This is an optimization exercise on Yosys and OpenROAD, whose aim is small area, a short achievable clock period and few clock cycles, not a production implementation. RTL that was checked went through simulation tests only; none was proved equivalent to the original. Power is estimated from default activity; no workload was simulated.

ember:
## bdd_deframer
module bdd_deframer (
    input  wire        clk,
    input  wire        rst,
    input  wire        in_valid,
    input  wire [7:0]  in_data,
    output wire        in_ready,
    output wire        out_valid,
    output wire [7:0]  out_data,
    input  wire        out_ready,
    output wire        chunk_done,
    output reg         locked,
    output reg         sel,
    output reg  [15:0] frame_count,
    output reg  [15:0] fcs_err_count,
    output reg  [15:0] in_byte_count,
    output reg  [15:0] out_byte_count
);
    localparam MAX_FRAME     = 32;
    localparam MIN_FRAME     = 4;
    localparam CHUNK_SIZE    = 34;
    localparam RESYNC_PERIOD = 4;
    localparam QD            = 4;    
    function [15:0] add16;
        input [15:0] a;
        input [15:0] b;
        input        ci;
        reg   [15:0] g, p, gg, pp;
        integer      k, d;
        begin
            g  = a & b;
            p  = a ^ b;
            gg = g;
            pp = p;
            gg[0] = g[0] | (p[0] & ci);
            for (d = 1; d < 16; d = d * 2)
                for (k = 15; k >= d; k = k - 1) begin
                    gg[k] = gg[k] | (pp[k] & gg[k-d]);
                    pp[k] = pp[k] & pp[k-d];
                end
            add16 = p ^ {gg[14:0], ci};
        end
    endfunction
    reg  rst_r;
    always @(posedge clk)
        rst_r <= rst;
    wire [5:0] count0, count1;
    wire [4:0] base0, base1;
    reg  [4:0] rp0, rp1;             
    reg  [2:0] q_cnt;
  ...
Size: about 3000 cells after synthesis, about 940 flip-flops, ~89 I/O pins, ~0.042 mm2 of cells after synthesis.
Settings: LEC_CHECK=0, CAP_MARGIN=20, CORE_MARGIN=2, CORE_UTILIZATION=40, SETUP_SLACK_MARGIN=5, SLEW_MARGIN=20; clock period 10.0 ns.
run.sh (not shown) runs the stock make flow with config.mk's settings and CLKGATE_MAP_FILE= SYNTH_SCRIPT=/design/flow/synth_recipe.tcl, a recipe that flattens the netlist after the stock synthesis.
Testbench counts of ember, summed over its fixed seeds: cycles 6,709.
### ember -> zinc
--- a/flow/design.v
+++ b/flow/design.v
@@ -161,51 +161,50 @@
     always @(*) begin
         for (jb = 0; jb < 8; jb = jb + 1)
             nboh[jb] = (nbits == jb);
         x = {q_dnew, acc};
         cb = 8'd0;
         for (jb = 0; jb < 8; jb = jb + 1)
             cb = cb | ({8{nboh[jb]}} & x[15-jb -: 8]);
         a = q_ns[0] ? q_dnew : q_ns[1] ? {q_dnew[6:0], acc[7]} : {q_dnew[5:0], acc[7:6]};
         comp = q_f0 & q_ok[7 - nbits];
         nb = q_anyflag ? q_mpost : (nbits - (q_ns[1] ? 3'd1 : q_ns[2] ? 3'd2 : 3'd0));
     end
-    reg        p_comp, p_ev1c, p_ev1a, p_ext, p_rs, p_f0;
+    reg        p_comp, p_ev1c, p_ev1a, p_ext, p_rs;
     reg  [7:0] p_cb;
     always @(posedge clk) begin
         if (adv) begin
             if (b_v) begin
                 nbits <= nb;
                 acc   <= a;
             end
             p_comp <= comp;
             p_cb   <= cb;
             p_ev1c <= q_ev1c;
             p_ev1a <= q_ev1a;
             p_ext  <= q_ext;
             p_rs   <= q_rs;
-            p_f0   <= q_f0;
         end
     end
     reg  [5:0]  count;
     reg  [15:0] crc;
     reg  [4:0]  base;
     reg  [4:0]  wp;
     reg  [7:0]  ring [0:31];
     wire        wr        = p_comp && !count[5];
     wire        p_step    = step;
     wire [5:0]  count_mid = add6(count, 6'd0, wr);
     wire [15:0] crc_new   = crc_update(crc, p_cb);
     wire [15:0] crc_mid   = wr ? crc_new : crc;
     wire [5:0]  wp_mid    = add6({1'b0, wp}, 6'd0, wr);
-    wire        long_en   = p_f0 && ((count >= MIN_FRAME) || (wr && count == MIN_FRAME - 1));
+    wire        long_en   = (count >= MIN_FRAME) || (wr && count == MIN_FRAME - 1);
     wire        crc_ok    = wr ? (crc_new == CRC_GOOD) : (crc == CRC_GOOD);
     wire        is_good   = p_ev1c && long_en && crc_ok;
     wire [5:0]  len_w     = add6(count, 6'h3F, 1'b0);      
     wire [5:0]  len_n     = add6(count, 6'h3E, 1'b0);      
     wire [5:0]  wp_back   = add6(wp_mid, 6'h3E, 1'b0);     
     assign good = p_step && is_good;
     assign ce   = p_step && p_ev1c && long_en && !crc_ok;
     assign nev  = {p_ext, (p_ev1c | p_ev1a) & !p_ext};
     assign good_raw = is_good;
     assign len  = wr ? len_w[4:0] : len_n[4:0];
     assign count_o = count;
Results
- Side by side, synthesized instance count turned out higher in zinc than in ember.
- Fraction of the cycle the final worst path needs: zinc > ember
- Non-clock buffer instance count of the final layout, zinc and ember: larger value in ember
- Leakage power figure grows slightly when moving from ember to zinc.
- When zinc is measured against ember, its post-synthesis instance area turns out about 0.5% higher.
- The higher die area came out of zinc.
- Basic-gate share of the synthesized area counting and, or, nand and nor cells: zinc vs ember up 0.67 points
- Worst slack at placement improves in zinc relative to ember.
The RTL of zinc was laid out without a check of its function.

* * *

## the baseline
Another version of the RTL of bdd_deframer (not shown whole).
Size: about 2,900 cells after synthesis, about 40,000 µm² of cells after synthesis.
clock: 10.0 ns
lec_check: 0
cap_margin: 20
core_margin: 2
core_utilization: 40
setup_slack_margin: 5
slew_margin: 20
Modified inputs, the candidate compared to the baseline
diff --git a/flow/design.v b/flow/design.v
--- a/flow/design.v
+++ b/flow/design.v
@@ -165,42 +165,43 @@
         cb = 8'd0;
         for (jb = 0; jb < 8; jb = jb + 1)
             cb = cb | ({8{nboh[jb]}} & x[15-jb -: 8]);
         a = q_ns[0] ? q_dnew : q_ns[1] ? {q_dnew[6:0], acc[7]} : {q_dnew[5:0], acc[7:6]};
         comp = q_f0 & q_ok[7 - nbits];
         nb = q_anyflag ? q_mpost : (nbits - (q_ns[1] ? 3'd1 : q_ns[2] ? 3'd2 : 3'd0));
     end
-    reg        p_comp, p_ev1c, p_ev1a, p_ext, p_rs;
+    reg        p_comp, p_ev1c, p_ev1a, p_ext, p_rs, p_f0;
     reg  [7:0] p_cb;
     always @(posedge clk) begin
         if (adv) begin
             if (b_v) begin
                 nbits <= nb;
                 acc   <= a;
             end
             p_comp <= comp;
             p_cb   <= cb;
             p_ev1c <= q_ev1c;
             p_ev1a <= q_ev1a;
             p_ext  <= q_ext;
             p_rs   <= q_rs;
+            p_f0   <= q_f0;
         end
     end
     reg  [5:0]  count;
     reg  [15:0] crc;
     reg  [4:0]  base;
     reg  [4:0]  wp;
     reg  [7:0]  ring [0:31];
     wire        wr        = p_comp && !count[5];
     wire        p_step    = step;
     wire [5:0]  count_mid = add6(count, 6'd0, wr);
     wire [15:0] crc_new   = crc_update(crc, p_cb);
     wire [15:0] crc_mid   = wr ? crc_new : crc;
     wire [5:0]  wp_mid    = add6({1'b0, wp}, 6'd0, wr);
-    wire        long_en   = (count >= MIN_FRAME) || (wr && count == MIN_FRAME - 1);
+    wire        long_en   = p_f0 && ((count >= MIN_FRAME) || (wr && count == MIN_FRAME - 1));
     wire        crc_ok    = wr ? (crc_new == CRC_GOOD) : (crc == CRC_GOOD);
     wire        is_good   = p_ev1c && long_en && crc_ok;
     wire [5:0]  len_w     = add6(count, 6'h3F, 1'b0);      
     wire [5:0]  len_n     = add6(count, 6'h3E, 1'b0);      
     wire [5:0]  wp_back   = add6(wp_mid, 6'h3E, 1'b0);     
     assign good = p_step && is_good;
     assign ce   = p_step && p_ev1c && long_en && !crc_ok;
@@ -227,17 +228,30 @@
             end else begin
                 count <= count_mid;
                 crc   <= crc_mid;
                 wp    <= wp_mid[4:0];
             end
         end
     end
+    reg        s_wr;
+    reg  [4:0] s_wp;
+    reg  [7:0] s_cb;
     always @(posedge clk) begin
-        if (adv && p_step && wr)
-            ring[wp] <= p_cb;
+        if (rst)
+            s_wr <= 1'b0;
+        else
+            s_wr <= adv && p_step && wr;
+    end
+    always @(posedge clk) begin
+        s_wp <= wp;
+        s_cb <= p_cb;
+    end
+    always @(posedge clk) begin
+        if (s_wr)
+            ring[s_wp] <= s_cb;
     end
 endmodule
 module bdd_deframer (
     input  wire        clk,
     input  wire        rst,
     input  wire        in_valid,
     input  wire [7:0]  in_data,
[summary]
Summary of the candidate over the baseline: timing-limited maximum frequency increased about 2.4%; complex-gate fraction of the synthesized area decreased 0.85 points; share of total power in the clock network decreased 0.4 points; wire length of the first global-routing pass increased about 1.9%; number of tap cells added at floorplan increased about 5.4%.
For non-clock buffer count, dividing the value from the baseline by the value from the candidate gives 1.10.
Via count: the baseline vs the candidate — no meaningful difference
Synthesized area: the candidate and the baseline compared, higher one is the candidate
On share of layout cells above drive strength 1: between the candidate and the baseline, it ends up lower for the baseline.
From the baseline to the candidate the numbers moved as follows: layout clock buffer count has increased, setup slack has increased, clock-cell share of area went up 0.19 points.
Testbench counts of the candidate, summed over its fixed seeds: cycles 6,701.
For the baseline, only the layout was checked, not whether the RTL still works.

-- what the ideal ports hide --
The results above use ideal ports. As a check the final layouts listed here were re-extracted and re-timed, cells and wires unchanged.
Step 1: set_driving_cell puts a clkbuf_16 on clk and a buf_2 on each other input, an assumption about the parent block.
Step 2 times the ports against the registers' clock, not the clock port: input delays grow and output delays shrink by t, the midpoint of the rising clock arrivals with the driver on.
Three values: ideal ports, drivers, drivers and shift; two values: the first two.
run | t, ns | setup WS [ns] | worst setup path after step 2
ember | 0.724 | 6.232 / 6.232 / 6.023 | input to register
zinc | 0.721 | 6.166 / 6.100 / 6.090 | input to register
the baseline | 0.716 | 5.687 / 5.687 / 5.687 | register to register
the candidate | 0.720 | 5.788 / 5.731 / 5.717 | input to register
After both steps setup and hold are still met in every run listed. The setup slack of ember, which loses most, moves by 0.000 ns with the drivers and by -0.209 ns with both steps.
